From an optimization exercise on the open Yosys and OpenROAD flow, aimed at small area, a short achievable clock period and few clock cycles per item; shortcuts taken in it are not production practice. RTL that was checked went through simulation tests only; none was proved equivalent to the original. Function not checked in run 1: the RTL went through the layout flow alone. No activity file was given, so power comes from the tool's default toggle rates.

$ cat design/flow/config.mk
export PLATFORM = sky130hd
export DESIGN_NAME = pl0_alu
export DESIGN_NICKNAME = pl0_alu
export VERILOG_FILES = /design/flow/design.v
export SDC_FILE = /design/flow/constraint.sdc
export NUM_CORES = 4
export LEC_CHECK = 0
export CAP_MARGIN = 35
export CORE_MARGIN = 2
export CORE_UTILIZATION = 55
export SLEW_MARGIN = 30
$ cat design/flow/constraint.sdc
create_clock -name core_clock -period 18.0 [get_ports {clk}]
set_input_delay 3.6000 -clock core_clock [delete_from_list [all_inputs] [get_ports {clk}]]
set_output_delay 3.6000 -clock core_clock [all_outputs]
set_load 0.01 [all_outputs]
$ cat design/flow/design.v
module pl0_alu (
    input  wire        clk,
    input  wire        rst,           
    input  wire        in_valid,
    output wire        in_ready,
    input  wire [7:0]  in_op,         
    input  wire [1:0]  in_width,      
    input  wire [63:0] in_l,          
    input  wire [63:0] in_r,          
    output wire        out_valid,
    input  wire        out_ready,
    output wire [63:0] out_result,    
    output wire        out_div_zero   
);
    localparam [4:0] OP_MINUSIFY = 5'h0A;
    localparam [4:0] OP_ISODD    = 5'h0B;
    localparam [4:0] OP_ADD      = 5'h0C;
    localparam [4:0] OP_SUB      = 5'h0D;
    localparam [4:0] OP_MUL      = 5'h0E;
    localparam [4:0] OP_DIV      = 5'h0F;
    localparam [4:0] OP_EQ       = 5'h10;
    localparam [4:0] OP_NE       = 5'h11;
    localparam [4:0] OP_LT       = 5'h12;
    localparam [4:0] OP_GT       = 5'h13;
    localparam [4:0] OP_LE       = 5'h14;
    localparam [4:0] OP_GE       = 5'h15;
    localparam [1:0] PH_FIRST = 2'd0;    
    localparam [1:0] PH_ALIGN = 2'd1;    
    localparam [1:0] PH_STEP  = 2'd2;    
    function [63:0] narrow;
        input [63:0] x;
        input [1:0]  w;
        begin
            case (w)
                2'd0:    narrow = {{48{x[15]}}, x[15:0]};
                2'd1:    narrow = {{32{x[31]}}, x[31:0]};
                default: narrow = x;
            endcase
        end
    endfunction
    function [63:0] lowbits;
        input [63:0] x;
        input [1:0]  w;
        begin
            case (w)
                2'd0:    lowbits = {48'd0, x[15:0]};
                2'd1:    lowbits = {32'd0, x[31:0]};
                default: lowbits = x;
            endcase
        end
    endfunction
    function [6:0] lzc;
        input [63:0] x;
        reg [7:0] nz;
        reg [2:0] lzb [0:7];
        reg [2:0] hi;
        reg [7:0] by;
        integer i, j;
        begin
            for (i = 0; i < 8; i = i + 1) begin
                by = x[8*i +: 8];
                nz[i] = |by;
                lzb[i] = by[7] ? 3'd0 : by[6] ? 3'd1 : by[5] ? 3'd2 :
                         by[4] ? 3'd3 : by[3] ? 3'd4 : by[2] ? 3'd5 :
                         by[1] ? 3'd6 : 3'd7;
            end
            hi = nz[7] ? 3'd0 : nz[6] ? 3'd1 : nz[5] ? 3'd2 : nz[4] ? 3'd3 :
                 nz[3] ? 3'd4 : nz[2] ? 3'd5 : nz[1] ? 3'd6 : 3'd7;
            if (nz == 8'd0) lzc = 7'd64;
            else            lzc = {1'b0, hi, lzb[3'd7 - hi]};
        end
    endfunction
    function [63:0] booth_pp;
        input [2:0]  d;
        input [63:0] m;
        reg one, two;
        begin
            one = d[1] ^ d[0];
            two = (d == 3'b011) | (d == 3'b100);
            booth_pp = ((one ? m : 64'd0) | (two ? {m[62:0], 1'b0} : 64'd0))
                       ^ {64{d[2]}};
        end
    endfunction
    function neg_pow2;
        input [63:0] x;
        begin
            neg_pow2 = ((~x[63:1] & x[62:0]) == 63'd0);
        end
    endfunction
    reg        in_ready_q;
    reg        a_v;           
    reg [4:0]  op_q;
    reg        k_mul, k_div;  
    reg [1:0]  w_q;
    reg        f_first, f_align, f_step, f_mfin, f_dfin;    
    reg        last_q;        
    reg        x_zero, x_acc, y_inv;                
    reg [63:0] l_q;           
    reg        l_top;         
    reg [63:0] r_q;           
    reg [63:0] acc_q;         
    reg [63:0] c_q;           
    reg [5:0]  cnt_q;         
    reg        neg_q;         
    reg        bprev_q;       
    reg        p_v;           
    reg [63:0] p_val;         
    reg [1:0]  p_w;
    reg [4:0]  p_op;
    reg        p_bit;         
    reg        p_sd, p_asg, p_eq, p_dz;
    reg        h_v, s_v;      
    reg [64:0] h_q, s_q;      
    assign in_ready     = in_ready_q;
    assign out_valid    = h_v;
    assign out_result   = h_q[63:0];
    assign out_div_zero = h_q[64];
    wire [63:0] a_n = narrow(l_q, w_q);
    wire [63:0] b_n = narrow(r_q, w_q);
    wire        a_neg = a_n[63];
    wire        b_neg = b_n[63];
    wire [64:0] ax = x_acc ? {1'b0, acc_q} : (x_zero ? 65'd0 : {l_top, l_q});
    wire [64:0] ay = x_acc ? {1'b0, c_q} : ({1'b0, r_q} ^ {65{y_inv}});
    wire [64:0] sum65;
    wire        carry_unused;
    pl0_add65 u_add (.a(ax), .b(ay), .ci(y_inv), .s(sum65), .co(carry_unused));
    wire [63:0] sum  = sum65[63:0];
    wire        qbit = ~sum65[64];      
    reg  asg, bsg;
    always @(*) begin
        case (w_q)
            2'd0:    begin asg = l_q[15]; bsg = r_q[15]; end
            2'd1:    begin asg = l_q[31]; bsg = r_q[31]; end
            default: begin asg = l_q[63]; bsg = r_q[63]; end
        endcase
    end
    wire eq = (lowbits(l_q ^ r_q, w_q) == 64'd0);
    wire op_arith = (op_q == OP_ADD) | (op_q == OP_SUB) | (op_q == OP_MINUSIFY);
    wire fit_a = (a_n[63:15] == 49'd0) | (a_n[63:15] == {49{1'b1}});
    wire fit_b = (b_n[63:15] == 49'd0) | (b_n[63:15] == {49{1'b1}});
    wire swap  = f_first & ~fit_b & fit_a;    
    wire [63:0] mc = swap ? r_q : l_q;                        
    wire [63:0] mb = f_first ? (swap ? a_n : b_n) : r_q;      
    wire        bp = f_first ? 1'b0 : bprev_q;
    wire [63:0] pp0 = booth_pp({mb[1:0], bp}, mc);
    wire [63:0] pp1 = {booth_pp(mb[3:1], mc), 2'b11} ^ {62'd0, {2{~mb[3]}}};
    wire [63:0] s1 = acc_q ^ c_q ^ pp0;
    wire [63:0] c1 = {(acc_q[62:0] & c_q[62:0]) | (acc_q[62:0] & pp0[62:0]) |
                      (c_q[62:0] & pp0[62:0]), mb[1]};
    wire [63:0] s2 = s1 ^ c1 ^ pp1;
    wire [63:0] c2 = {(s1[62:0] & c1[62:0]) | (s1[62:0] & pp1[62:0]) |
                      (c1[62:0] & pp1[62:0]), mb[3]};
    wire mul_more = ~((mb[63:3] == 61'd0) | (mb[63:3] == {61{1'b1}}));
    wire        b_zero = (lowbits(r_q, w_q) == 64'd0);
    wire [63:0] ng_in  = f_first ? l_q : acc_q;
    wire [63:0] ng;
    pl0_neg64 u_neg (.x(ng_in), .y(ng));
    wire [6:0]  la = lzc(a_n ^ {64{a_neg}}) - {6'd0, a_neg & neg_pow2(a_n)};
    wire [6:0]  lb = lzc(b_n ^ {64{b_neg}}) - {6'd0, b_neg & neg_pow2(b_n)};
    reg  [6:0]  la_q, lb_q;
    wire [7:0]  sh = {1'b0, lb_q} - {1'b0, la_q};    
    wire        q_zero = sh[7];
    wire [63:0] div_end = f_dfin ? ng : {acc_q[62:0], qbit};
    wire done_c = f_mfin | f_dfin | (f_step & k_div & (cnt_q == 6'd0) & ~neg_q) |
                  (f_align & q_zero) |
                  (f_first & (~(k_mul | k_div) | (k_div & b_zero)));
    wire [63:0] p_in = (k_div & (f_first | f_align)) ? 64'd0 :
                       k_div ? div_end : sum;
    reg  pd_sign;
    always @(*) begin
        case (p_w)
            2'd0:    pd_sign = p_val[15];
            2'd1:    pd_sign = p_val[31];
            default: pd_sign = p_val[63];
        endcase
    end
    wire p_lt = p_sd ? p_asg : pd_sign;
    reg  p_bitres;
    always @(*) begin
        case (p_op)
            OP_ISODD: p_bitres = p_eq;           
            OP_EQ:    p_bitres = p_eq;
            OP_NE:    p_bitres = ~p_eq;
            OP_LT:    p_bitres = p_lt;
            OP_GT:    p_bitres = ~p_lt & ~p_eq;
            OP_LE:    p_bitres = p_lt | p_eq;
            default:  p_bitres = ~p_lt;          
        endcase
    end
    wire [64:0] new_res = {p_dz, p_bit ? {63'd0, p_bitres} : narrow(p_val, p_w)};
    wire full   = h_v & s_v;
    wire p_move = p_v & ~full;                    
    wire adv    = a_v & (~p_v | ~full);           
    wire fin    = adv & done_c;                   
    wire step   = adv & ~done_c;                  
    wire pop    = h_v & out_ready;
    wire in_mul = (in_op[4:0] == OP_MUL);
    wire in_div = (in_op[4:0] == OP_DIV);
    wire in_add = (in_op[4:0] == OP_ADD);
    wire in_neg = (in_op[4:0] == OP_MINUSIFY);
    wire h_v_nxt = (~h_v | pop) ? (s_v | p_move) : 1'b1;
    wire s_v_nxt = (~h_v | pop) ? 1'b0 : (s_v | p_move);
    wire p_v_nxt = fin | (p_v & ~p_move);
    reg        a_v_nxt, last_nxt;
    always @(*) begin
        if (in_ready_q) begin
            a_v_nxt  = in_valid;
            last_nxt = ~(in_mul | in_div);
        end else if (step) begin
            a_v_nxt  = 1'b1;
            if (k_mul)        last_nxt = ~mul_more;
            else if (f_first) last_nxt = 1'b0;
            else if (f_align) last_nxt = (sh[6:0] == 7'd0) & ~neg_q;
            else              last_nxt = (cnt_q == 6'd0) | ((cnt_q == 6'd1) & ~neg_q);
        end else begin
            a_v_nxt  = a_v & ~fin;
            last_nxt = last_q;
        end
    end
    always @(posedge clk) begin
        if (rst) begin
            in_ready_q <= 1'b1;
            a_v        <= 1'b0;
            p_v        <= 1'b0;
            h_v        <= 1'b0;
            s_v        <= 1'b0;
        end else begin
            a_v        <= a_v_nxt;
            in_ready_q <= ~a_v_nxt | (last_nxt & (~p_v_nxt | ~(h_v_nxt & s_v_nxt)));
            h_v        <= h_v_nxt;
            s_v        <= s_v_nxt;
            p_v        <= p_v_nxt;
        end
        if (~p_v | ~full) begin
            p_val <= p_in;
            p_w   <= w_q;
            p_op  <= op_q;
            p_bit <= ~(k_mul | k_div | op_arith);
            p_sd  <= (asg != bsg);
            p_asg <= asg;
            p_eq  <= (op_q == OP_ISODD) ? r_q[0] : eq;
            p_dz  <= k_div & f_first;
        end
        last_q <= last_nxt;
        if (~h_v | pop)
            h_q <= s_v ? s_q : new_res;
        if (~s_v)
            s_q <= new_res;
        if (in_ready_q) begin
            op_q    <= in_op[4:0];
            k_mul   <= in_mul;
            k_div   <= in_div;
            w_q     <= in_width;
            l_q     <= in_l;
            r_q     <= in_r;
            f_first <= 1'b1;
            f_align <= 1'b0;
            f_step  <= 1'b0;
            f_mfin  <= 1'b0;
            f_dfin  <= 1'b0;
            x_zero  <= in_neg | in_div;
            x_acc   <= 1'b0;
            y_inv   <= ~in_add;
            acc_q   <= 64'd0;
            c_q     <= 64'd0;
        end else if (adv) begin
            f_first <= 1'b0;
            if (k_mul) begin
                l_q     <= {mc[59:0], 4'd0};
                r_q     <= {{4{mb[63]}}, mb[63:4]};
                bprev_q <= mb[3];
                acc_q   <= s2;
                c_q     <= c2;
                f_step  <= mul_more;
                f_mfin  <= ~mul_more;
                x_acc   <= ~mul_more;
                y_inv   <= 1'b0;
            end else if (f_first) begin
                l_q     <= lowbits(a_neg ? ng : l_q, w_q);
                l_top   <= 1'b0;
                r_q     <= lowbits(b_neg ? sum : r_q, w_q);
                neg_q   <= a_neg ^ b_neg;
                la_q    <= la;
                lb_q    <= lb;
                f_align <= 1'b1;
                x_zero  <= 1'b0;
                y_inv   <= 1'b1;
            end else if (f_align) begin
                r_q     <= r_q << sh[5:0];
                cnt_q   <= sh[5:0];
                f_align <= 1'b0;
                f_step  <= 1'b1;
            end else begin
                l_q     <= sum;
                l_top   <= sum65[64];
                y_inv   <= qbit;
                r_q     <= {1'b0, r_q[63:1]};
                acc_q   <= {acc_q[62:0], qbit};
                cnt_q   <= cnt_q - 6'd1;
                if (cnt_q == 6'd0) begin
                    f_step <= 1'b0;
                    f_dfin <= 1'b1;
                end
            end
        end
    end
endmodule
module pl0_add65 (
    input  wire [64:0] a,
    input  wire [64:0] b,
    input  wire        ci,
    output wire [64:0] s,
    output wire        co
);
    wire [65:0] g [0:7];
    wire [65:0] p [0:7];
    assign g[0] = {a & b, ci};
    assign p[0] = {a ^ b, 1'b0};
    genvar l, i;
    generate
        for (l = 0; l < 7; l = l + 1) begin : lvl
            for (i = 0; i < 66; i = i + 1) begin : bit_
                if (((i >> l) & 1) == 1) begin : join_
                    assign g[l+1][i] = g[l][i] | (p[l][i] & g[l][((i >> l) << l) - 1]);
                    assign p[l+1][i] = p[l][i] & p[l][((i >> l) << l) - 1];
                end else begin : pass_
                    assign g[l+1][i] = g[l][i];
                    assign p[l+1][i] = p[l][i];
                end
            end
        end
    endgenerate
    assign s  = p[0][65:1] ^ g[7][64:0];
    assign co = g[7][65];
endmodule
module pl0_neg64 (
    input  wire [63:0] x,
    output wire [63:0] y
);
    wire [63:0] o [0:6];     
    assign o[0] = {x[62:0], 1'b0};
    genvar l, i;
    generate
        for (l = 0; l < 6; l = l + 1) begin : lvl
            for (i = 0; i < 64; i = i + 1) begin : bit_
                if (((i >> l) & 1) == 1) begin : join_
                    assign o[l+1][i] = o[l][i] | o[l][((i >> l) << l) - 1];
                end else begin : pass_
                    assign o[l+1][i] = o[l][i];
                end
            end
        end
    endgenerate
    assign y = x ^ o[6];
endmodule
$ cat design/flow/flow/run.sh
#!/bin/bash
# Standard synthesis and layout; repair_timing is asked for extra setup
# margin so that it sizes and buffers the paths for speed. The SDC and the
# clock period are the design's.
set -euo pipefail
bash standard.sh SETUP_SLACK_MARGIN=13 finish > make_finish.log 2>&1
$ cat design/flow/standard.sh
#!/bin/bash
# synth_recipe.tcl (not shown) runs the flow's synth.tcl, then flattens the netlist and writes it again
# the make line also repeats each setting of config.mk as NAME=value (left out here)
make -C /OpenROAD-flow-scripts/flow DESIGN_CONFIG=/design/flow/config.mk WORK_HOME=/design/flow/orfs CLKGATE_MAP_FILE= SYNTH_SCRIPT=/design/flow/synth_recipe.tcl "${@:-finish}"
==> results.json, run 1 <==
{
  "wl_per_cell_um": 32.4,
  "insertion_delay_ps": 710,
  "fin_crit_ps": 5150,
  "ys_seq_elements": 507,
  "crit_family": "compound AO/OA/AOI/OAI gates",
  "antenna_violating_nets_post_route": 0,
  "synth_edf_count": 303,
  "grt_max_degree": 139,
  "max_slew.worst_pin.slew_ps": 1110,
  "place_hpwl_um": 148000,
  "io_buffers": 205,
  "rsz0062_at_grt": "yes",
  "finalMaxSlewViolations": 0,
  "cp-end-kind": "register",
  "cts.htree.levels": 2,
  "die_height_um": 292,
  "yosys_most_used_dff": "edfxtp_1",
  "grt_pass1_wl_um": 305000,
  "hp-class": "register to register",
  "finalWeightedCongestion": 1.06,
  "drc": 0,
  "tns_ps": 0,
  "cap_violations": 0,
  "vias": 48800,
  "start_kind": "register",
  "crit_arrival_ps": 5720,
  "cts_tree": "yes",
  "netlist_top_cells_area": "edfxtp_1, dfxtp_1, xnor2_1, nand2_1, fa_1",
  "antenna_found_initial": 18,
  "yosysTopAreaCell": "edfxtp_1",
  "cts_hold_buf": 0,
  "ys_seq_area_frac": 0.289,
  "max-slew-margin-rel": 0.249,
  "leakage_nw": 20.4,
  "synth-async-reset-ratio": 0,
  "status": "timing/DRC/antenna clean",
  "power_density_nw_per_um2": 71.9,
  "fin_nets": 5946,
  "core_area_um2": 82100,
  "path_buf_inv": 3,
  "synth_top_area_frac": 0.199,
  "synth_most_common_cell": "nand2_1",
  "syn_area_per_cell_um2": 8.28,
  "track_usage": 0.483,
  "clk_path_buf_depth": 3,
  "path_clk_slew_ps": 70,
  "critical_path_class": "register to register",
  "initial_core_util": 0.556,
  "numPlacedInstances": 6444,
  "yosysUniqueCellTypes": 97,
  "dieArea_um2": 85300,
  "dr.first_iter.drc_count": 8039,
  "dieWidth_um": 292,
  "cts_sinks": 507,
  "rows": 105,
  "skew_ps": 60.3,
  "max_freq_mhz": 194,
  "cts_buffers": 59,
  "slowest_delay_ps": 880,
  "yosysWarnings": 5,
  "netlist_top_cells_count": "nand2_1, nor2_1, o21ai_0",
  "synth_cells": 5512,
  "crit_chain": "nor4_1 -> nand4_1 -> a21oi_1 -> o2bb2ai_1 -> buf_6 -> nand3_4 -> buf_12 -> buf_4 -> o21ai_0 -> a22oi_2 -> xnor2_2 -> fa_1 -> fa_1 -> mux2i_1 -> a211oi_1",
  "first_pass_iters": 10,
  "finalSetupViolCount": 0,
  "finalHoldViolCount": 0,
  "crit_top_cell": "fa_1",
  "cp_max_fo": 13,
  "gr-total-overflow": 0,
  "critical_path_required_ps": 18570,
  "stdcell_count": 6717,
  "syn_nets": 5875,
  "grt_pass1_vias": 44400,
  "io_pins": 209,
  "wl_um": 218000,
  "synth_area_um2": 45700,
  "via_per_inst": 7.27,
  "crit_slowest_cell": "o21ai_0",
  "drive_gt1_frac": 0.140,
  "peakVddDrop_mv": 0.0837,
  "syn_to_final_growth_pct": 17.6,
  "post-route-period-util": 0.286,
  "cts_root_buf": "clkbuf_16"
}
repair_timing:
item                                    CTS  global route
pin swaps                                31           213
resized for setup                       185           224
setup buffers                            58            62
endpoints found under the setup margin  326           175
cloned                                    6            10
where the power goes:
group	leakage, nW	internal, mW	switching (mW)	total, mW
Sequential	4.91	1.33	0.0564	1.38
Clock	1.00	0.733	0.553	1.29
Combinational	14.5	0.435	0.754	1.19
sequential cells by signal (all words and copies together), names as in the netlist, 2 cells and up:
register,flops
r_q,64
acc_q,64
p_op,5
la_q,7
p_val,64
s_q,65
h_q,65
op_q,5
p_w,2
lb_q,7
c_q,64
w_q,2
cnt_q,6
l_q,64
cells by family after synthesis:
kind of cell,after synthesis,synth area share
muxes,336,0.0865
xor gates and xnor gates,392,0.0752
DFF,507,0.289
and+or+nand+nor,1717,0.169
AOI/OAI and AO/OA,1679,0.240
buffers and inverters,659,0.0581
adders and majority gates,222,0.0828
placed cells by master, fill, tap and decap left out, types with 40 or more instances in the layout:
| master | n |
|---|---|
| nand2_1 | 742 |
| clkbuf_16 | 69 |
| a22oi_2 | 76 |
| fa_1 | 126 |
| o21ai_0 | 423 |
| nor3_1 | 100 |
| mux2i_1 | 261 |
| a221oi_1 | 40 |
| xnor2_1 | 290 |
| nand3_1 | 67 |
| nor4_1 | 40 |
| dlygate4sd2_1 | 61 |
| o22ai_1 | 66 |
| a22o_1 | 97 |
| clkdlybuf4s50_1 | 138 |
| a22oi_1 | 78 |
| a211oi_1 | 117 |
| a21oi_1 | 344 |
| mux4_2 | 44 |
| edfxtp_1 | 303 |
| dfxtp_1 | 198 |
| xnor2_2 | 51 |
| o211ai_1 | 43 |
| xor2_1 | 45 |
| nor2_1 | 433 |
| a31oi_1 | 46 |
| inv_1 | 127 |
| ha_1 | 79 |
| nand4_1 | 70 |
| buf_4 | 254 |
| nand2b_1 | 44 |
metrics by stage:
| step | hold slack (ps) | power [mW] | cell area, um2 | worst slack, ps | utilization |
|---|---|---|---|---|---|
| 6_report | 446 | 3.86 | 53700 | 12850 | 0.654 |
| 5_1_grt | 465 | 3.94 | 53600 | 12830 | 0.653 |
| 3_3_place_gp | 424 | 2.40 | 48400 | 10670 | 0.590 |
| 3_5_place_dp | 436 | 2.42 | 48500 | 10510 | 0.591 |
| 4_1_cts | 451 | 3.71 | 51700 | 13000 | 0.630 |
| 2_1_floorplan | 418 | 2.00 | 45700 | 13000 | - |
area by class of cell:
class | instances | area (um2)
Clock buffer | 97 | 1850
Antenna cell | 13 | 32.5
Tap cell | 1070 | 1340
Sequential cell | 507 | 13200
Inverter | 139 | 546
Timing Repair Buffer | 529 | 5130
Multi-Input combinational cell | 4347 | 31400
Fill cell | 6976 | 28400
Clock inverter | 15 | 191
metal layers:
metal  track usage  share of wire  vias to the layer above
met3         0.227           0.17                      974
met5       0.00284         0.0011                        -
met4         0.250          0.069                       20
met1         0.624           0.36                    23300
li1              -              -                    20400
met2         0.667           0.40                     4142
worst paths after layout:
check / from / to / slack, ps / cells past startpoint
worst max-delay path: l_q[19] / acc_q[52] / 12850 / 15
worst min-delay path: op_q[3] / p_op[3] / 450 / 0
worst max register to register: l_q[19] / acc_q[52] / 12850 / 15
worst min register to register: op_q[3] / p_op[3] / 450 / 0
==> run 2, diff against run 1 <==
--- a/design/flow/design.v
+++ b/design/flow/design.v
@@ -104,4 +104,5 @@
     reg        neg_q;         
     reg        bprev_q;       
+    reg        sw_q;          
     reg        p_v;           
     reg [63:0] p_val;         
@@ -137,7 +138,5 @@
     wire eq = (lowbits(l_q ^ r_q, w_q) == 64'd0);
     wire op_arith = (op_q == OP_ADD) | (op_q == OP_SUB) | (op_q == OP_MINUSIFY);
-    wire fit_a = (a_n[63:15] == 49'd0) | (a_n[63:15] == {49{1'b1}});
-    wire fit_b = (b_n[63:15] == 49'd0) | (b_n[63:15] == {49{1'b1}});
-    wire swap  = f_first & ~fit_b & fit_a;    
+    wire swap  = sw_q;                        
     wire [63:0] mc = swap ? r_q : l_q;                        
     wire [63:0] mb = f_first ? (swap ? a_n : b_n) : r_q;      
@@ -199,4 +198,8 @@
     wire in_add = (in_op[4:0] == OP_ADD);
     wire in_neg = (in_op[4:0] == OP_MINUSIFY);
+    wire in_fit_l = (in_width == 2'd0) | ((in_l[31:15] == 17'd0) | (in_l[31:15] == {17{1'b1}})) &
+                    ((in_width == 2'd1) | (in_l[63:31] == 33'd0) | (in_l[63:31] == {33{1'b1}}));
+    wire in_fit_r = (in_width == 2'd0) | ((in_r[31:15] == 17'd0) | (in_r[31:15] == {17{1'b1}})) &
+                    ((in_width == 2'd1) | (in_r[63:31] == 33'd0) | (in_r[63:31] == {33{1'b1}}));
     wire h_v_nxt = (~h_v | pop) ? (s_v | p_move) : 1'b1;
     wire s_v_nxt = (~h_v | pop) ? 1'b0 : (s_v | p_move);
@@ -210,5 +213,5 @@
             a_v_nxt  = 1'b1;
             if (k_mul)        last_nxt = ~mul_more;
-            else if (f_first) last_nxt = 1'b0;
+            else if (f_first) last_nxt = (lb < la);       
             else if (f_align) last_nxt = (sh[6:0] == 7'd0) & ~neg_q;
             else              last_nxt = (cnt_q == 6'd0) | ((cnt_q == 6'd1) & ~neg_q);
@@ -254,4 +257,5 @@
             l_q     <= in_l;
             r_q     <= in_r;
+            sw_q    <= in_fit_l & ~in_fit_r;
             f_first <= 1'b1;
             f_align <= 1'b0;
@@ -266,4 +270,5 @@
         end else if (adv) begin
             f_first <= 1'b0;
+            sw_q    <= 1'b0;
             if (k_mul) begin
                 l_q     <= {mc[59:0], 4'd0};
==> run 2 against run 1 <==
  * First-iteration DRC count grew 20%
  * Critical path depth grew 12
  * Worst setup slack lost 610 ps
  * Wire length grew 7.2%
  * Largest cell class unchanged
  * Highest routed layer unchanged
  * Synthesized area grew 4.4%
  * Still clean on timing, DRC and antenna
  * Critical path type unchanged
==> results.json, run 2 <==
{
  "leakage_nw": 20.5,
  "synth_cells": 5550,
  "antenna_violating_nets_post_route": 0,
  "finalMaxSlewViolations": 0,
  "stdcell_count": 6781,
  "ys_seq_area_frac": 0.277,
  "max-slew-margin-rel": 0.246,
  "die_height_um": 298,
  "yosysUniqueCellTypes": 111,
  "grtUsageMet3": 0.237,
  "finalSetupViolCount": 0,
  "num-fill-cells": 7255,
  "cp-end-kind": "register",
  "syn_to_final_growth_pct": 16.1,
  "syn_nets": 5919,
  "dr.first_iter.drc_count": 9607,
  "io_buffers": 205,
  "max_freq_mhz": 174,
  "cts_hold_buf": 0,
  "synth-async-reset-ratio": 0,
  "vias": 50800,
  "synthSimpleGateAreaFrac": 0.163,
  "final_cell_mix": "nand2_1, nor2_1, o21ai_0, xnor2_1, edfxtp_1",
  "yosysTopAreaCell": "edfxtp_1",
  "wl_per_cell_um": 34.4,
  "power_density_nw_per_um2": 77.8,
  "numPlacedInstances": 6528,
  "place_hpwl_um": 164000,
  "grt_max_degree": 114,
  "synth_most_common_cell": "nand2_1",
  "synthXorXnorAreaFrac": 0.0709,
  "synth-compound-area-share": 0.247,
  "crit_slowest_cell": "a2111o_1",
  "fin_nets": 5956,
  "cap_violations": 0,
  "netlist_top_cells_count": "nand2_1, clkbuf_1, nor2_1",
  "hp-class": "register to register",
  "drc": 0,
  "finalWeightedCongestion": 1.10,
  "grt_pass1_wl_um": 328000,
  "synth_edf_count": 304,
  "rsz0062_at_grt": "yes",
  "start_kind": "register",
  "crit_arrival_ps": 6360,
  "wl_um": 233000,
  "post-route-period-util": 0.320,
  "netlist_top_cells_area": "edfxtp_1, dfxtp_1, xnor2_1, fa_1, nand2_1",
  "synth_top_family_by_area": "compound AO/OA/AOI/OAI gates",
  "via_per_inst": 7.50,
  "insertion_delay_ps": 720,
  "synth_area_um2": 47600,
  "status": "timing/DRC/antenna clean",
  "syn_area_per_cell_um2": 8.58,
  "clk_path_buf_depth": 3,
  "critical_path_required_ps": 18610,
  "slowest_delay_ps": 450,
  "synth-adder-area-share": 0.0809,
  "max_slew.worst_pin.slew_ps": 1130,
  "cts_tree": "yes",
  "path_buf_inv": 9,
  "cts_root_buf": "clkbuf_16",
  "peakVddDrop_mv": 0.0855,
  "antenna_found_initial": 20,
  "finalHoldViolCount": 0,
  "cts_buffers": 58,
  "fin_crit_ps": 5750,
  "dieWidth_um": 298,
  "path_clk_slew_ps": 70,
  "drive_gt1_frac": 0.147,
  "use_met1": 0.645,
  "yosys_most_used_dff": "edfxtp_1",
  "cts_sinks": 508,
  "postLayoutCoreUtil": 0.646,
  "track_usage": 0.502,
  "cp_max_fo": 7,
  "grt_pass1_vias": 46200,
  "crit_family": "compound AO/OA/AOI/OAI gates",
  "gr-total-overflow": 0,
  "skew_ps": 48.9,
  "yosysWarnings": 5,
  "final_common_cell": "nand2_1",
  "core_area_um2": 85500,
  "synthMuxAreaShare": 0.104,
  "crit_top_cell": "buf_12",
  "reg_top3": "h_q x65, s_q x65",
  "ys_seq_elements": 508,
  "rows": 107,
  "first_pass_iters": 8,
  "grt.busiest_layer": "met2",
  "dieArea_um2": 89000,
  "initial_core_util": 0.557,
  "tns_ps": 0,
  "grtUsageMet2": 0.694,
  "io_pins": 209,
  "synth_top_area_frac": 0.192,
  "cts.htree.levels": 2,
  "critical_path_class": "register to register"
}
-- run 2: kinds of logic after synthesis --
family | Yosys count
muxes | 380
xor gates and xnor gates | 385
adders and majority gates | 228
buffers and inverters | 679
and+or+nand+nor | 1652
DFF | 508
AOI/OAI and AO/OA | 1718
-- run 2: layout make-up --
type	instances	area, um2	share of cell area
multi-input combinational	4363	33100	0.598
clock inverter	31	333	0.00602
tap	1144	1430	0.0259
timing repair buffer	507	5030	0.0910
antenna	1	2.50	0.0000453
inverter	147	599	0.0108
sequential	508	13200	0.239
timing repair inverter	2	17.5	0.000317
clock buffer	78	1570	0.0283
-- run 2: path summary, 6_finish.rpt --
check	start	end	slack, ps	cells past startpoint
max	w_q[1]	in_ready_q	12250	27
min	op_q[3]	p_op[3]	450	0
max reg2reg	w_q[1]	in_ready_q	12250	27
min reg2reg	op_q[3]	p_op[3]	450	0
-- run 2: metrics by stage --
step | setup slack (ps) | cell area, um2 | hold slack (ps) | power, mW
finish | 12250 | 55300 | 454 | 4.30
global route | 12120 | 55300 | 458 | 4.39
floorplan | 12580 | 47800 | 418 | 2.31
global placement | 10820 | 50400 | 433 | 2.86
detailed placement | 10930 | 50600 | 439 | 2.89
CTS | 12430 | 54400 | 453 | 4.14
-- run 2: timing repair --
action | in CTS | in global routing
gates resized for setup | 326 | 95
endpoints found under the hold margin | 0 | 0
cloned | 12 | 2
pin swaps | 44 | 47
endpoints found under the setup margin | 298 | 90
buffers inserted | 87 | 24
-- run 2: per-layer routing --
metal | wire length [um] | part of all wire
met5 | 374 | 0.0016
met4 | 16900 | 0.073
met3 | 41000 | 0.18
met2 | 92100 | 0.39
met1 | 82900 | 0.36
-- run 2: report_power, final --
part / switching (mW) / total [mW] / internal (mW)
logic: 1.03 / 1.60 / 0.574
clock network: 0.554 / 1.23 / 0.673
registers: 0.0987 / 1.47 / 1.37
total: 1.68 / 4.30 / 2.62
-- run 2: worst reg2reg max path, stage by stage (launching register included) --
cell and delay (ps):
edfxtp_1 420, buf_6 150, buf_12 160, buf_4 170
buf_4 130, o21a_4 230, clkinv_8 70, buf_12 110
buf_12 110, mux2_4 350, nor4_4 310, o32ai_4 130
buf_12 150, o2111a_2 290, o221ai_2 130, ha_2 240
ha_4 150, inv_4 40, o31ai_4 240, a21oi_2 100
a41oi_2 340, ha_1 300, nor2_1 100, a211oi_1 60
a2111o_1 450, a2111oi_4 410, a221oi_2 120, o31ai_1 210
Testbench counts of run 2, summed over its fixed seeds: cycles 58,799, ops 24,000.
==> run 3, diff against run 2 <==
--- a/design/flow/design.v
+++ b/design/flow/design.v
@@ -25,7 +25,4 @@
     localparam [4:0] OP_LE       = 5'h14;
     localparam [4:0] OP_GE       = 5'h15;
-    localparam [1:0] PH_FIRST = 2'd0;    
-    localparam [1:0] PH_ALIGN = 2'd1;    
-    localparam [1:0] PH_STEP  = 2'd2;    
     function [63:0] narrow;
         input [63:0] x;
@@ -110,5 +107,5 @@
     reg [4:0]  p_op;
     reg        p_bit;         
-    reg        p_sd, p_asg, p_eq, p_dz;
+    reg        p_sd, p_asg, p_dz;
     reg        h_v, s_v;      
     reg [64:0] h_q, s_q;      
@@ -136,5 +133,4 @@
         endcase
     end
-    wire eq = (lowbits(l_q ^ r_q, w_q) == 64'd0);
     wire op_arith = (op_q == OP_ADD) | (op_q == OP_SUB) | (op_q == OP_MINUSIFY);
     wire swap  = sw_q;                        
@@ -143,5 +139,6 @@
     wire        bp = f_first ? 1'b0 : bprev_q;
     wire [63:0] pp0 = booth_pp({mb[1:0], bp}, mc);
-    wire [63:0] pp1 = {booth_pp(mb[3:1], mc), 2'b11} ^ {62'd0, {2{~mb[3]}}};
+    wire [63:0] pp1_m = booth_pp(mb[3:1], mc);
+    wire [63:0] pp1 = {pp1_m[61:0], {2{mb[3]}}};    
     wire [63:0] s1 = acc_q ^ c_q ^ pp0;
     wire [63:0] c1 = {(acc_q[62:0] & c_q[62:0]) | (acc_q[62:0] & pp0[62:0]) |
@@ -174,9 +171,10 @@
         endcase
     end
+    wire p_eq = (lowbits(p_val, p_w) == 64'd0);   
     wire p_lt = p_sd ? p_asg : pd_sign;
     reg  p_bitres;
     always @(*) begin
         case (p_op)
-            OP_ISODD: p_bitres = p_eq;           
+            OP_ISODD: p_bitres = p_asg;          
             OP_EQ:    p_bitres = p_eq;
             OP_NE:    p_bitres = ~p_eq;
@@ -198,8 +196,15 @@
     wire in_add = (in_op[4:0] == OP_ADD);
     wire in_neg = (in_op[4:0] == OP_MINUSIFY);
-    wire in_fit_l = (in_width == 2'd0) | ((in_l[31:15] == 17'd0) | (in_l[31:15] == {17{1'b1}})) &
-                    ((in_width == 2'd1) | (in_l[63:31] == 33'd0) | (in_l[63:31] == {33{1'b1}}));
-    wire in_fit_r = (in_width == 2'd0) | ((in_r[31:15] == 17'd0) | (in_r[31:15] == {17{1'b1}})) &
-                    ((in_width == 2'd1) | (in_r[63:31] == 33'd0) | (in_r[63:31] == {33{1'b1}}));
+    function fits16;
+        input [63:0] x;
+        input [1:0]  w;
+        begin
+            fits16 = (w == 2'd0) |
+                     (((x[31:15] == 17'd0) | (x[31:15] == {17{1'b1}})) &
+                      ((w != 2'd2) | ((x[63] == x[31]) & (x[47] == x[31]))));
+        end
+    endfunction
+    wire in_fit_l = fits16(in_l, in_width);
+    wire in_fit_r = fits16(in_r, in_width);
     wire h_v_nxt = (~h_v | pop) ? (s_v | p_move) : 1'b1;
     wire s_v_nxt = (~h_v | pop) ? 1'b0 : (s_v | p_move);
@@ -213,5 +218,5 @@
             a_v_nxt  = 1'b1;
             if (k_mul)        last_nxt = ~mul_more;
-            else if (f_first) last_nxt = (lb < la);       
+            else if (f_first) last_nxt = 1'b0;
             else if (f_align) last_nxt = (sh[6:0] == 7'd0) & ~neg_q;
             else              last_nxt = (cnt_q == 6'd0) | ((cnt_q == 6'd1) & ~neg_q);
@@ -241,6 +246,5 @@
             p_bit <= ~(k_mul | k_div | op_arith);
             p_sd  <= (asg != bsg);
-            p_asg <= asg;
-            p_eq  <= (op_q == OP_ISODD) ? r_q[0] : eq;
+            p_asg <= (op_q == OP_ISODD) ? r_q[0] : asg;
             p_dz  <= k_div & f_first;
         end
==> design/flow/flow/run.sh (replaced) <==
#!/bin/bash
# Standard synthesis and layout, with two changes to how it is made:
# repair_timing is asked for extra setup margin so that it sizes and buffers
# the paths for speed, and the port buffers are plain buffers (buf_4). The
# SDC and the clock period are the design's.
set -euo pipefail
bash standard.sh SETUP_SLACK_MARGIN=13.2 \
    "BUFFER_PORTS_ARGS=-buffer_cell sky130_fd_sc_hd__buf_4" \
    finish > make_finish.log 2>&1
--- a/design/flow/config.mk
+++ b/design/flow/config.mk
@@ -8,4 +8,4 @@
 export CAP_MARGIN = 35
 export CORE_MARGIN = 2
-export CORE_UTILIZATION = 55
+export CORE_UTILIZATION = 50
 export SLEW_MARGIN = 30
==> run 3 against run 2 <==
  * First-iteration DRC count down 9.4%
  * Hold slack worse by 8.9 ps
  * Critical path depth decreased by 26
  * Highest routed layer unchanged
  * Cell count fell by 2.3%
  * Sequential cell count fell by 1
  * Global-route usage decreased by 3.3 points
  * Synthesized cell count decreased by 3.2%
  * Largest power group is now registers
  * Fmax grew 16%
==> results.json, run 3 <==
{
  "status": "timing/DRC/antenna clean",
  "netlist_top_cells_area": "edfxtp_1, dfxtp_1, fa_1, nand2_1, xnor2_1",
  "fin_nets": 5757,
  "crit_start": "h_q[16]",
  "postLayoutCoreUtil": 0.588,
  "final_common_cell": "nand2_1",
  "final_area_um2": 53000,
  "initial_core_util": 0.505,
  "cp-end-kind": "primary output",
  "hp-class": "register to register",
  "vias": 47600,
  "final_cell_mix": "nand2_1, nor2_1, o21ai_0, buf_4, a21oi_1",
  "register_area_um2": 13200,
  "die_height_um": 306,
  "track_usage": 0.469,
  "stdcell_count": 6627,
  "grt_pass1_vias": 43400,
  "dieArea_um2": 93500,
  "drc": 0,
  "antenna_found_initial": 13,
  "dieWidth_um": 306,
  "post-route-period-util": 0.275,
  "synth_cells": 5374,
  "netlist_top_cells_count": "nand2_1, clkbuf_1, o21ai_0",
  "cts_root_buf": "clkbuf_16",
  "grt_max_degree": 99,
  "place_hpwl_um": 161000,
  "io_buffers": 205,
  "path_buf_inv": 1,
  "synth-async-reset-ratio": 0,
  "rows": 110,
  "yosysTopAreaCell": "edfxtp_1",
  "power.total_mw": 4.40,
  "num-fill-cells": 8178,
  "reg_top3": "h_q x65, s_q x65",
  "cts_buffers": 61,
  "numPlacedInstances": 6418,
  "rr_endpoint": "last_q",
  "power_density_nw_per_um2": 83.1,
  "synth_top_area_frac": 0.200,
  "crit_family": "flip-flops",
  "crit_arrival_ps": 1340,
  "syn_nets": 5737,
  "fin_crit_ps": 4940,
  "cts_hold_buf": 0,
  "io_pins": 209,
  "ff2ff_setup_slack_ps": 13070,
  "cp_max_fo": 1,
  "clk_path_buf_depth": 3,
  "finalWeightedCongestion": 1.07,
  "dr.first_iter.drc_count": 8706,
  "r2r_start": "sw_q",
  "rsz0062_at_grt": "yes",
  "cts_tree": "yes",
  "crit_chain": "buf_6",
  "insertion_delay_ps": 750,
  "wl_per_cell_um": 34.1,
  "synth_edf_count": 303,
  "critical_path.endpoint": "out_result[16]",
  "ys_seq_area_frac": 0.289,
  "drive_gt1_frac": 0.170,
  "placed_area_um2": 48300,
  "via_per_inst": 7.18,
  "skew_ps": 47.9,
  "syn_to_final_growth_pct": 16.3,
  "start_kind": "register",
  "ys_seq_elements": 507,
  "core_area_um2": 90100,
  "synth_area_um2": 45600,
  "cp.depth": 1,
  "grt_pass1_wl_um": 319000,
  "leakage_nw": 19.7,
  "tns_ps": 0,
  "finalSetupViolCount": 0,
  "cap_violations": 0,
  "yosys_most_used_dff": "edfxtp_1",
  "antenna_violating_nets_post_route": 0,
  "path_clk_slew_ps": 60,
  "finalHoldViolCount": 0,
  "crit_slowest_cell": "edfxtp_1",
  "first_pass_iters": 9,
  "peakVddDrop_mv": 0.0809,
  "syn_area_per_cell_um2": 8.48,
  "synth_most_common_cell": "nand2_1",
  "critical_path_required_ps": 14400,
  "yosysUniqueCellTypes": 104,
  "cts.htree.levels": 2,
  "multi_input_area_um2": 31200,
  "reg2reg_depth": 11,
  "wl_um": 226000,
  "cts_sinks": 507,
  "yosysWarnings": 5,
  "gr-total-overflow": 0,
  "slowest_delay_ps": 460,
  "finalMaxSlewViolations": 0,
  "max_slew.worst_pin.slew_ps": 1000,
  "critical_path_class": "register to primary output",
  "max_freq_mhz": 202,
  "max-slew-margin-rel": 0.313
}
[run 3: changes by cell type in the layout (fill, tap and decap cells not counted), moves of 22 or more]
cell / delta
a21o_1: -22
dlygate4sd2_1: -77
a221oi_1: +37
nand4_1: -45
nor2b_1: +34
clkdlybuf4s50_1: -104
buf_4: +110
nand2_1: +45
a22o_1: -39
xnor2_1: -72
buf_6: +56
[run 3: repair_timing]
item                                    4_1_cts  5_1_grt
cloned                                       11        2
buffers inserted                             37       29
pin swaps                                    29       25
gates resized for setup                     190      124
endpoints found under the setup margin      241      209
endpoints found under the hold margin         0        0
[run 3: worst min path at each step]
stage	startpoint	endpoint	slack [ps]	cells past startpoint
3_5_place_dp	s_q[26]	s_q[26]	430	2
3_3_place_gp	s_q[18]	s_q[18]	430	2
6_report	s_q[20]	s_q[20]	440	2
2_1_floorplan	s_q[16]	s_q[16]	410	2
4_1_cts	s_q[31]	s_q[31]	450	2
5_1_grt	op_q[3]	p_op[3]	450	0
[run 3: routing by layer]
layer  up-vias  global-route usage  wire, um
li1      20000                   -         -
met2      3858               0.639     88600
met5         -              0.0114       480
met3       772               0.206     38300
met1     23000               0.628     84500
met4        20               0.227     14300
[run 3: final cells by class]
type	instances	share of cell area
Inverter	136	0.00973
Timing Repair Buffer	464	0.0832
Clock buffer	76	0.0320
Sequential cell	507	0.249
Tap cell	1176	0.0278
Antenna cell	4	0.000189
Clock inverter	40	0.00994
Multi-Input combinational cell	4224	0.588
[run 3: logic make-up (layout without fill, tap and decap cells)]
group | after synthesis | in the layout | synth area share
compound gates | 1685 | 1685 | 0.248
xor+xnor | 322 | 322 | 0.0619
fa+ha+maj | 221 | 221 | 0.0828
buf+inv | 643 | 716 | 0.0540
flops | 507 | 507 | 0.289
mux | 357 | 357 | 0.0976
other cells | 0 | 4 | 0
simple gates | 1639 | 1639 | 0.167
[run 3: through the flow]
step | hold WS (ps) | setup WS, ps
6_report | 445 | 13060
5_1_grt | 452 | 13070
4_1_cts | 445 | 13070
3_5_place_dp | 431 | 11350
3_3_place_gp | 426 | 11370
2_1_floorplan | 412 | 13060
[run 3: report_power, final]
group,internal (mW),switching (mW),total [mW]
Clock,0.804,0.598,1.40
Combinational,0.544,0.958,1.50
Sequential,1.37,0.126,1.50
[run 3: worst reg2reg max path, delay by kind of cell, from the launching register on]
family / cells / cell delay, ps
buf+inv: 3 / 760
flops: 1 / 400
mux: 1 / 210
simple gates: 2 / 1040
compound gates: 5 / 2470
Testbench counts of run 3, summed over its fixed seeds: cycles 59,811, ops 24,000.
==> run 4, diff against run 3 <==
--- a/design/flow/design.v
+++ b/design/flow/design.v
@@ -79,10 +79,4 @@
         end
     endfunction
-    function neg_pow2;
-        input [63:0] x;
-        begin
-            neg_pow2 = ((~x[63:1] & x[62:0]) == 63'd0);
-        end
-    endfunction
     reg        in_ready_q;
     reg        a_v;           
@@ -90,5 +84,5 @@
     reg        k_mul, k_div;  
     reg [1:0]  w_q;
-    reg        f_first, f_align, f_step, f_mfin, f_dfin;    
+    reg        f_first, f_align, f_shift, f_step, f_mfin, f_dfin;    
     reg        last_q;        
     reg        x_zero, x_acc, y_inv;                
@@ -152,8 +146,7 @@
     wire [63:0] ng;
     pl0_neg64 u_neg (.x(ng_in), .y(ng));
-    wire [6:0]  la = lzc(a_n ^ {64{a_neg}}) - {6'd0, a_neg & neg_pow2(a_n)};
-    wire [6:0]  lb = lzc(b_n ^ {64{b_neg}}) - {6'd0, b_neg & neg_pow2(b_n)};
-    reg  [6:0]  la_q, lb_q;
-    wire [7:0]  sh = {1'b0, lb_q} - {1'b0, la_q};    
+    wire [6:0]  la = lzc(l_q);
+    wire [6:0]  lb = lzc(r_q);
+    wire [7:0]  sh = {1'b0, lb} - {1'b0, la};    
     wire        q_zero = sh[7];
     wire [63:0] div_end = f_dfin ? ng : {acc_q[62:0], qbit};
@@ -219,5 +212,6 @@
             if (k_mul)        last_nxt = ~mul_more;
             else if (f_first) last_nxt = 1'b0;
-            else if (f_align) last_nxt = (sh[6:0] == 7'd0) & ~neg_q;
+            else if (f_align) last_nxt = 1'b0;
+            else if (f_shift) last_nxt = (cnt_q == 6'd0) & ~neg_q;
             else              last_nxt = (cnt_q == 6'd0) | ((cnt_q == 6'd1) & ~neg_q);
         end else begin
@@ -264,4 +258,5 @@
             f_first <= 1'b1;
             f_align <= 1'b0;
+            f_shift <= 1'b0;
             f_step  <= 1'b0;
             f_mfin  <= 1'b0;
@@ -290,13 +285,14 @@
                 r_q     <= lowbits(b_neg ? sum : r_q, w_q);
                 neg_q   <= a_neg ^ b_neg;
-                la_q    <= la;
-                lb_q    <= lb;
                 f_align <= 1'b1;
                 x_zero  <= 1'b0;
                 y_inv   <= 1'b1;
             end else if (f_align) begin
-                r_q     <= r_q << sh[5:0];
                 cnt_q   <= sh[5:0];
                 f_align <= 1'b0;
+                f_shift <= 1'b1;
+            end else if (f_shift) begin
+                r_q     <= r_q << cnt_q;
+                f_shift <= 1'b0;
                 f_step  <= 1'b1;
             end else begin
==> run 4 against run 3 <==
  * Clock power decreased by 11%
  * Core utilization fell by 0.59 points
  * Still clean on timing, DRC and antenna
  * Largest power group unchanged
  * Worst setup slack worse by 140 ps
  * Sequential power down 3%
==> results.json, run 4 <==
{
  "status": "timing/DRC/antenna clean",
  "num-fill-cells": 7826,
  "dieWidth_um": 298,
  "die_height_um": 298,
  "synth_top_area_frac": 0.201,
  "cts_tree": "yes",
  "rsz0062_at_grt": "yes",
  "yosysUniqueCellTypes": 93,
  "synth-async-reset-ratio": 0,
  "vias": 44000,
  "max-slew-margin-rel": 0.295,
  "antenna_found_initial": 19,
  "clk_path_buf_depth": 3,
  "final_common_cell": "nand2_1",
  "leakage_nw": 18.2,
  "via_per_inst": 7.06,
  "post-route-period-util": 0.282,
  "rr_endpoint": "in_ready_q",
  "drive_gt1_frac": 0.171,
  "cp-end-kind": "register",
  "cts_sinks": 494,
  "io_pins": 209,
  "grt_max_degree": 92,
  "finalHoldViolCount": 0,
  "r2r_start": "f_first",
  "wl_per_cell_um": 32.7,
  "cts_hold_buf": 0,
  "syn_to_final_growth_pct": 15.0,
  "power_density_nw_per_um2": 79.8,
  "yosysTopAreaCell": "edfxtp_1",
  "start_kind": "register",
  "dieArea_um2": 88600,
  "max_slew.worst_pin.slew_ps": 1050,
  "multi_input_area_um2": 28900,
  "finalSetupViolCount": 0,
  "cp_max_fo": 58,
  "fin_ws_ps": 12920,
  "synth_area_um2": 43100,
  "critical_path_class": "register to register",
  "worstHoldStart": "op_q[3]",
  "finalMaxSlewViolations": 0,
  "ys_seq_area_frac": 0.296,
  "syn_area_per_cell_um2": 8.63,
  "netlist_top_cells_area": "edfxtp_1, dfxtp_1, fa_1, xnor2_1, nand2_1",
  "cap_violations": 0,
  "grt_pass1_wl_um": 289000,
  "grt_pass1_vias": 40600,
  "skew_ps": 24.8,
  "holdPathEnd": "p_op[3]",
  "power.total_mw": 3.96,
  "peakVddDrop_mv": 0.0782,
  "track_usage": 0.443,
  "synth_cells": 5001,
  "netlist_top_cells_count": "nand2_1, nor2_1, clkbuf_1",
  "fin_crit_ps": 5080,
  "reg_top3": "h_q x65, s_q x65",
  "io_buffers": 205,
  "synth_most_common_cell": "nand2_1",
  "rows": 107,
  "reg2reg_depth": 10,
  "path_clk_slew_ps": 70,
  "core_area_um2": 85300,
  "fin_nets": 5382,
  "hold_ws_ps": 439,
  "initial_core_util": 0.506,
  "synth_edf_count": 289,
  "max_freq_mhz": 197,
  "cts.htree.levels": 2,
  "tns_ps": 0,
  "wl_um": 204000,
  "register_area_um2": 12800,
  "finalWeightedCongestion": 1.11,
  "cts_buffers": 58,
  "antenna_violating_nets_post_route": 0,
  "cts_root_buf": "clkbuf_16",
  "syn_nets": 5357,
  "dp_slack_ps": 11060,
  "critical_path_required_ps": 18590,
  "gr-total-overflow": 0,
  "ys_seq_elements": 494,
  "place_hpwl_um": 144000,
  "crit_arrival_ps": 5670,
  "min_path_cells": 0,
  "first_pass_iters": 7,
  "insertion_delay_ps": 700,
  "hp-class": "register to register",
  "yosys_most_used_dff": "edfxtp_1",
  "drc": 0,
  "yosysWarnings": 5,
  "final_cell_mix": "nand2_1, nor2_1, buf_4, o21ai_0, a21oi_1",
  "dr.first_iter.drc_count": 6345,
  "ff2ff_setup_slack_ps": 12920
}
-- run 4: routing by layer --
metal | track usage | part of all wire | routed length (um)
met1 | 0.584 | 0.38 | 76900
met5 | 0 | 0.00039 | 80
met3 | 0.178 | 0.16 | 31800
met2 | 0.618 | 0.40 | 82300
met4 | 0.236 | 0.064 | 13100
-- run 4: critical path: stages (launching register included) --
cell and delay (ps):
dfxtp_4 590, clkbuf_8 510, inv_1 180, buf_4 350, a21oi_1 600, o221ai_1 420, nor4_1 810, nand3_1 190
or4_1 680, and4_4 270, o41ai_2 290
-- run 4: area by class of cell --
type	count	share of cell area
repair buffers	442	0.0796
multi-input cells	3892	0.583
inverters	138	0.0106
clock buffers	89	0.0356
clock inverters	21	0.00414
flip-flops and latches	494	0.258
well taps	1144	0.0288
diodes	14	0.000706
-- run 4: kinds of logic (layout without fill, tap and decap cells) --
family                     after synthesis  count (layout)  synth area share
AOI/OAI and AO/OA                     1521            1521             0.234
and+or+nand+nor                       1479            1479             0.158
buffers and inverters                  615             690            0.0548
DFF                                    494             494             0.296
muxes                                  370             370             0.110
xor gates and xnor gates               308             308            0.0625
adders and majority gates              214             214            0.0854
other                                    0              14                 0
-- run 4: how the worst max path moves through the flow --
| stage | startpoint | to | slack [ps] | depth (start not counted) |
|---|---|---|---|---|
| floorplan | out_ready | in_ready_q | 13170 | 6 |
| global placement | x_zero | l_q[63] | 10860 | 17 |
| detailed placement | x_acc | l_q[63] | 11060 | 16 |
| CTS | h_q[20] | out_result[20] | 13110 | 1 |
| global route | r_q[15] | in_ready_q | 13030 | 21 |
| finish | f_first | in_ready_q | 12920 | 10 |
-- run 4: repair_timing --
action                     in CTS  in global routing
pin swaps                      17                 38
buffers inserted               56                 37
gates cloned                    2                  4
gates resized for setup       120                 85
setup endpoints to repair     333                160
-- run 4: report_power, final --
part           internal, mW  switching (mW)
combinational         0.467           0.806
sequential             1.33           0.113
clock                 0.696           0.545
total                  2.50            1.46
-- run 4: stage by stage --
stage / std cells / instance area (um2) / utilization
4_1_cts: 6166 / 48600 / 0.570
3_3_place_gp: 5989 / 45300 / 0.532
2_1_floorplan: 5001 / 43200 / -
6_report: 6234 / 49600 / 0.582
5_1_grt: 6220 / 49600 / 0.581
3_5_place_dp: 5998 / 45500 / 0.534
Testbench counts of run 4, summed over its fixed seeds: cycles 61,116, ops 24,000.
==> run 5, diff against run 4 <==
--- a/design/flow/config.mk
+++ b/design/flow/config.mk
@@ -9,3 +9,5 @@
 export CORE_MARGIN = 2
 export CORE_UTILIZATION = 50
+export CTS_CLUSTER_DIAMETER = 120
+export CTS_CLUSTER_SIZE = 18
 export SLEW_MARGIN = 30
==> run 5 against run 4 <==
  * Synthesized cell count did not move
  * Core utilization fell by 1.4 points
  * Cell area fell by 2.4%
  * Register-to-register slack improved by 210 ps
  * Clock skew rose by 15 ps
  * Via count fell by 1.1%
  * Combinational power barely moved
  * Sequential power barely moved
  * Synthesized area did not move
  * Non-clock buffer count fell by 10
  * Critical path type unchanged
==> results.json, run 5 <==
{
  "synth_edf_count": 289,
  "finalWeightedCongestion": 1.11,
  "cts.htree.levels": 2,
  "p_seq_frac": 0.403,
  "via_per_inst": 7.05,
  "min_path_cells": 2,
  "io_pins": 209,
  "holdPathEnd": "s_q[22]",
  "synth-adder-area-share": 0.0854,
  "yosys_most_used_dff": "edfxtp_1",
  "synth_top_area_frac": 0.201,
  "wl_um": 202000,
  "insertion_delay_ps": 630,
  "dr.first_iter.drc_count": 6553,
  "yosysTopAreaCell": "edfxtp_1",
  "die_height_um": 298,
  "leakage_nw": 17.6,
  "first_pass_iters": 10,
  "synth-async-reset-ratio": 0,
  "initial_core_util": 0.506,
  "synth_area_um2": 43100,
  "dieArea_um2": 88600,
  "place_hpwl_um": 144000,
  "antenna_violating_nets_post_route": 0,
  "status": "timing/DRC/antenna clean",
  "reg_top3": "h_q x65, s_q x65",
  "cts_root_buf": "clkbuf_16",
  "pwr-share-clk": 0.245,
  "cts_hold_buf": 0,
  "post-route-period-util": 0.271,
  "max_freq_mhz": 205,
  "wl_per_cell_um": 32.8,
  "critical_path_required_ps": 18500,
  "max-slew-margin-rel": 0.233,
  "peakVddDrop_mv": 0.0709,
  "netlist_top_cells_count": "nand2_1, nor2_1, clkbuf_1",
  "start_kind": "register",
  "synth_top_family_by_area": "compound AO/OA/AOI/OAI gates",
  "syn_area_per_cell_um2": 8.63,
  "rr_endpoint": "in_ready_q",
  "final_cell_mix": "nand2_1, nor2_1, buf_4, o21ai_0, a21oi_1",
  "syn_nets": 5357,
  "path_clk_slew_ps": 80,
  "numPlacedInstances": 5998,
  "finalHoldViolCount": 0,
  "synth-compound-area-share": 0.234,
  "slowest_delay_ps": 590,
  "drc": 0,
  "cp-end-kind": "register",
  "synthSimpleGateAreaFrac": 0.158,
  "rsz0062_at_grt": "yes",
  "vias": 43500,
  "cts_sinks": 494,
  "ys_seq_area_frac": 0.296,
  "worstHoldStart": "s_q[22]",
  "yosysUniqueCellTypes": 93,
  "power_density_nw_per_um2": 73.9,
  "drive_gt1_frac": 0.161,
  "tns_ps": 0,
  "netlist_top_cells_area": "edfxtp_1, dfxtp_1, fa_1, xnor2_1, nand2_1",
  "max_slew.worst_pin.slew_ps": 1140,
  "p_int_mw": 2.19,
  "crit_slowest_cell": "or4_4",
  "clk_path_buf_depth": 3,
  "crit_chain": "or4_4 -> a311oi_4 -> o211ai_1 -> a31oi_2 -> nor2_4 -> nor3_2 -> a221oi_1 -> a21oi_2 -> o221ai_1 -> ha_1 -> o21ai_2 -> a21oi_2 -> o31a_1 -> o32ai_4 -> nor2_4 -> a21oi_1 -> a41o_1 -> o41ai_1",
  "crit_arrival_ps": 5370,
  "rows": 107,
  "final_common_cell": "nand2_1",
  "synthMuxAreaShare": 0.110,
  "p_switching_mw": 1.39,
  "ys_seq_elements": 494,
  "cp_max_fo": 8,
  "skew_ps": 39.8,
  "critical_path_class": "register to register",
  "fin_nets": 5350,
  "switching_share": 0.388,
  "finalMaxSlewViolations": 0,
  "synthXorXnorAreaFrac": 0.0625,
  "core_area_um2": 85300,
  "hp-class": "register to register",
  "antenna_found_initial": 19,
  "synth_most_common_cell": "nand2_1",
  "cts_buffers": 36,
  "track_usage": 0.440,
  "stdcell_count": 6175,
  "grt_max_degree": 92,
  "cts_tree": "yes",
  "grt_pass1_vias": 40300,
  "gr-total-overflow": 0,
  "syn_to_final_growth_pct": 12.3,
  "grt_pass1_wl_um": 288000,
  "io_buffers": 205,
  "reg2reg_depth": 18,
  "ff2ff_setup_slack_ps": 13130,
  "dieWidth_um": 298,
  "power.total_mw": 3.58,
  "r2r_start": "l_q[23]",
  "finalSetupViolCount": 0,
  "synth_cells": 5001,
  "fin_crit_ps": 4870,
  "hold_ws_ps": 444,
  "cap_violations": 0,
  "pwr-share-comb": 0.352,
  "yosysWarnings": 5
}
-- run 5: cell counts after synthesis --
Identical to the previous run, type by type.
-- run 5: logic make-up after synthesis --
group           count (synthesis)
compound gates               1521
simple gates                 1479
buf+inv                       615
flops                         494
mux                           370
xor+xnor                      308
fa+ha+maj                     214
-- run 5: power groups by stage --
stage / Sequential (mW) / Clock, mW / Combinational (mW)
floorplan: 1.41 / 0 / 0.711
global placement: 1.47 / 0 / 1.10
detailed placement: 1.47 / 0 / 1.11
CTS: 1.44 / 0.881 / 1.17
global route: 1.45 / 0.911 / 1.32
finish: 1.44 / 0.876 / 1.26
-- run 5: timing repair --
| item | 4_1_cts | 5_1_grt |
|---|---|---|
| gates resized for setup | 99 | 58 |
| setup buffers | 54 | 31 |
| setup endpoints to repair | 273 | 101 |
| pin swaps | 19 | 26 |
| gates cloned | 1 | 4 |
-- run 5: through the flow --
step                      setup slack (ps)  utilization  cell area (um2)
after CTS                            13200        0.559            47700
after detailed placement             11060        0.534            45500
after floorplan                      13170            -            43200
after global routing                 13000        0.568            48400
final                                13130        0.568            48500
after global placement               10860        0.532            45300
-- run 5: layer usage --
layer	part of all wire	up-vias	global-route usage
met5	0.00062	-	0
met4	0.062	18	0.231
met3	0.15	633	0.166
met2	0.41	3161	0.614
met1	0.38	21200	0.590
li1	-	18500	-
-- run 5: critical path: cells and delay by family, from the launching register on --
family	cells	cell delay, ps
AO/OA/AOI/OAI	13	2820
adder cells (fa/ha/maj)	1	380
flip-flops	1	460
AND/OR/NAND/NOR	4	1070
-- run 5: how the worst max path moves through the flow --
stage | start | to | cells after the start
floorplan | out_ready | in_ready_q | 6
global placement | x_zero | l_q[63] | 17
detailed placement | x_acc | l_q[63] | 16
CTS | h_q[20] | out_result[20] | 1
global route | r_q[39] | in_ready_q | 19
finish | l_q[23] | in_ready_q | 18
-- run 5: final cells by class --
| class | instances | area (um2) |
|---|---|---|
| tap | 1144 | 1430 |
| clock inverter | 11 | 120 |
| multi-input combinational | 3892 | 28900 |
| timing repair buffer | 432 | 3660 |
| antenna | 9 | 22.5 |
| sequential | 494 | 12800 |
| clock buffer | 55 | 1010 |
| fill | 7937 | 36800 |
| inverter | 138 | 527 |
==> run 6, diff against run 5 <==
--- a/design/flow/design.v
+++ b/design/flow/design.v
@@ -143,12 +143,11 @@
     wire mul_more = ~((mb[63:3] == 61'd0) | (mb[63:3] == {61{1'b1}}));
     wire        b_zero = (lowbits(r_q, w_q) == 64'd0);
-    wire [63:0] ng_in  = f_first ? l_q : acc_q;
-    wire [63:0] ng;
-    pl0_neg64 u_neg (.x(ng_in), .y(ng));
+    wire [63:0] ng;                           
+    pl0_neg64 u_neg (.x(l_q), .y(ng));
     wire [6:0]  la = lzc(l_q);
     wire [6:0]  lb = lzc(r_q);
     wire [7:0]  sh = {1'b0, lb} - {1'b0, la};    
     wire        q_zero = sh[7];
-    wire [63:0] div_end = f_dfin ? ng : {acc_q[62:0], qbit};
+    wire [63:0] div_end = f_dfin ? sum : {acc_q[62:0], qbit};
     wire done_c = f_mfin | f_dfin | (f_step & k_div & (cnt_q == 6'd0) & ~neg_q) |
                   (f_align & q_zero) |
@@ -294,4 +293,5 @@
             end else if (f_shift) begin
                 r_q     <= r_q << cnt_q;
+                acc_q   <= {64{neg_q}};
                 f_shift <= 1'b0;
                 f_step  <= 1'b1;
@@ -301,9 +301,11 @@
                 y_inv   <= qbit;
                 r_q     <= {1'b0, r_q[63:1]};
-                acc_q   <= {acc_q[62:0], qbit};
+                acc_q   <= {acc_q[62:0], qbit ^ neg_q};
                 cnt_q   <= cnt_q - 6'd1;
                 if (cnt_q == 6'd0) begin
                     f_step <= 1'b0;
                     f_dfin <= 1'b1;
+                    x_acc  <= 1'b1;
+                    y_inv  <= 1'b1;
                 end
             end
==> run 6 against run 5 <==
  * Clock skew decreased by 1.9 ps
  * Hold slack got worse by 1.1 ps
  * Worst setup slack got worse by 170 ps
  * Wire length decreased by 4.2%
  * Critical endpoint unchanged
  * Largest power group unchanged
==> results.json, run 6 <==
{
  "status": "timing/DRC/antenna clean",
  "use_met1": 0.612,
  "start_kind": "register",
  "reg_top3": "h_q x65, s_q x65",
  "syn_to_final_growth_pct": 12.0,
  "cts.htree.levels": 2,
  "critical_path_class": "register to register",
  "placed_area_um2": 43500,
  "rows": 105,
  "peakVddDrop_mv": 0.0722,
  "syn_area_per_cell_um2": 8.51,
  "critical_path_required_ps": 18470,
  "path_clk_slew_ps": 90,
  "cp-end-kind": "register",
  "drc": 0,
  "max_freq_mhz": 198,
  "leakage_nw": 17.1,
  "yosysTopAreaCell": "edfxtp_1",
  "die_height_um": 291,
  "cts_tree": "yes",
  "netlist_top_cells_count": "nand2_1, nor2_1, clkbuf_1",
  "cap_violations": 0,
  "final_area_um2": 46300,
  "io_pins": 209,
  "fin_crit_ps": 5040,
  "first_pass_iters": 8,
  "crit_slowest_cell": "or4_4",
  "clk_path_buf_depth": 3,
  "cts_sinks": 495,
  "wl_per_cell_um": 32.7,
  "synth_top_area_frac": 0.210,
  "synth_area_um2": 41300,
  "grt_pass1_wl_um": 278000,
  "cts_hold_buf": 0,
  "max-slew-margin-rel": 0.294,
  "synth_cells": 4851,
  "rsz0062_at_grt": "yes",
  "cp_max_fo": 4,
  "cts_root_buf": "clkbuf_16",
  "via_per_inst": 7.09,
  "io_buffers": 205,
  "place_hpwl_um": 138000,
  "post-route-period-util": 0.280,
  "worstHoldStart": "op_q[3]",
  "vias": 42100,
  "core_area_um2": 82000,
  "insertion_delay_ps": 620,
  "final_cell_mix": "nand2_1, nor2_1, buf_4, a21oi_1, o21ai_0",
  "skew_ps": 37.9,
  "ys_seq_area_frac": 0.310,
  "reg2reg_depth": 19,
  "grt_pass1_vias": 39700,
  "power_density_nw_per_um2": 72.3,
  "grt.busiest_layer": "met2",
  "path_buf_inv": 0,
  "crit_family": "simple AND/OR/NAND/NOR gates",
  "crit_arrival_ps": 5500,
  "drive_gt1_frac": 0.156,
  "netlist_top_cells_area": "edfxtp_1, dfxtp_1, fa_1, nand2_1, xnor2_1",
  "final_common_cell": "nand2_1",
  "slowest_delay_ps": 550,
  "antenna_found_initial": 17,
  "finalMaxSlewViolations": 0,
  "fin_nets": 5196,
  "grtUsageMet3": 0.138,
  "crit_chain": "or4_4 -> or4b_4 -> or3_4 -> nor2_4 -> nor2_4 -> or4_4 -> a21oi_4 -> o21ai_4 -> a311oi_2 -> ha_1 -> a21o_1 -> a21oi_2 -> o21bai_1 -> a21o_1 -> a31oi_4 -> or2_4 -> nand3b_1 -> a21oi_2 -> o21ai_1",
  "synth_most_common_cell": "nand2_1",
  "finalHoldViolCount": 0,
  "yosysUniqueCellTypes": 97,
  "finalWeightedCongestion": 1.02,
  "dieWidth_um": 291,
  "synth_edf_count": 289,
  "tns_ps": 0,
  "initial_core_util": 0.504,
  "hp-class": "register to register",
  "yosysWarnings": 5,
  "grt_max_degree": 106,
  "dr.first_iter.drc_count": 6933,
  "ff2ff_setup_slack_ps": 12960,
  "grtUsageMet2": 0.630,
  "syn_nets": 5207,
  "ys_seq_elements": 495,
  "r2r_start": "r_q[37]",
  "wl_um": 194000,
  "track_usage": 0.442,
  "max_slew.worst_pin.slew_ps": 1050,
  "dieArea_um2": 84900,
  "gr-total-overflow": 0,
  "holdPathEnd": "p_op[3]",
  "finalSetupViolCount": 0,
  "antenna_violating_nets_post_route": 0,
  "synth-async-reset-ratio": 0,
  "rr_endpoint": "in_ready_q",
  "cts_buffers": 35,
  "yosys_most_used_dff": "edfxtp_1",
  "min_path_cells": 0,
  "hold_ws_ps": 443
}
## run 6: final cells by class
class / instances / area, um2
clock buffer: 54 / 978
multi-input combinational: 3784 / 27100
clock inverter: 8 / 81.3
sequential: 495 / 12800
antenna: 6 / 15.0
fill: 7709 / 35700
timing repair buffer: 406 / 3510
inverter: 118 / 455
tap: 1070 / 1340
## run 6: how the worst max path moves through the flow
stage                       start         end  slack [ps]  cells after the start
final                     r_q[37]  in_ready_q       12960                     19
after detailed placement    x_acc       y_inv       11260                     21
after global placement      x_acc     l_q[63]       11220                     19
after floorplan             x_acc     l_q[63]       13200                     21
after global routing      r_q[46]  in_ready_q       12890                     20
after CTS                 r_q[37]  in_ready_q       13050                     20
## run 6: cells by family (layout without fill, tap and decap cells)
| family | count (synthesis) | in the layout | synth area share |
|---|---|---|---|
| AO/OA/AOI/OAI | 1511 | 1511 | 0.242 |
| XOR/XNOR | 283 | 283 | 0.0600 |
| adder cells (fa/ha/maj) | 214 | 214 | 0.0892 |
| buffers and inverters | 572 | 586 | 0.0531 |
| flip-flops | 495 | 495 | 0.310 |
| multiplexers | 237 | 237 | 0.0756 |
| other | 0 | 6 | 0 |
| AND/OR/NAND/NOR | 1539 | 1539 | 0.170 |
## run 6: per-stage QoR
| stage | instances | worst slack [ps] | power (mW) | util |
|---|---|---|---|---|
| after floorplan | 4851 | 13200 | 2.01 | - |
| after global placement | 5777 | 11220 | 2.40 | 0.530 |
| after detailed placement | 5784 | 11260 | 2.42 | 0.531 |
| after CTS | 5886 | 13050 | 3.26 | 0.554 |
| after global routing | 5935 | 12890 | 3.45 | 0.564 |
| final | 5941 | 12960 | 3.35 | 0.564 |
## run 6: power breakdown
group	internal, mW	total (mW)	switching, mW
logic	0.394	1.08	0.686
clock network	0.385	0.845	0.459
registers	1.32	1.42	0.103
## run 6: per-layer routing
metal  vias up  wire (um)
li1      17800          -
met4        10      10400
met2      3133      79400
met3       566      28200
met5         -        100
met1     20600      75800
## run 6: what timing repair did
item                                    4_1_cts  5_1_grt
pin swaps                                    31       34
gates cloned                                  5        5
gates resized for setup                      89       74
hold endpoints to repair                      0        0
endpoints found under the setup margin      166      100
setup buffers                                35       37
Testbench counts of run 6, summed over its fixed seeds: cycles 61,116, ops 24,000.

[port drivers added, routing unchanged]
Ports are ideal in the flow. The routed layouts listed here were re-timed in OpenROAD. Step 1: set_driving_cell puts a clkbuf_16 on clk and a buf_2 on each other input, an assumption about the parent block. Step 2 adds t to the input delays and takes it off the output delays; t is the mean of the earliest and latest rising clock arrival at the registers after step 1. Input paths then give back, and output paths get back, about the clock's delay inside the block. Slacks: no drivers / after step 1 / after step 2; pairs: no drivers / after step 1.
run	shift t [ns]	slack for setup (ns)	hold slack, ns	cell pins on the clock port's net
run 1	0.752	12.853 / 12.853 / 12.213	0.446 / 0.446 / 0.446	1
run 2	0.766	12.247 / 12.247 / 12.016	0.454 / 0.454 / 0.454	1
run 3	0.793	13.059 / 12.987 / 12.653	0.445 / 0.445 / 0.445	1
run 4	0.754	12.919 / 12.919 / 12.646	0.439 / 0.439 / 0.439	1
run 5	0.679	13.127 / 13.127 / 12.637	0.444 / 0.444 / 0.444	1
run 6	0.671	12.962 / 12.962 / 12.625	0.443 / 0.443 / 0.443	1
After both steps setup and hold are still met in every run listed. For run 1, which loses most, drivers alone change the setup slack by 0.000 ns; drivers and shift together by -0.640 ns.
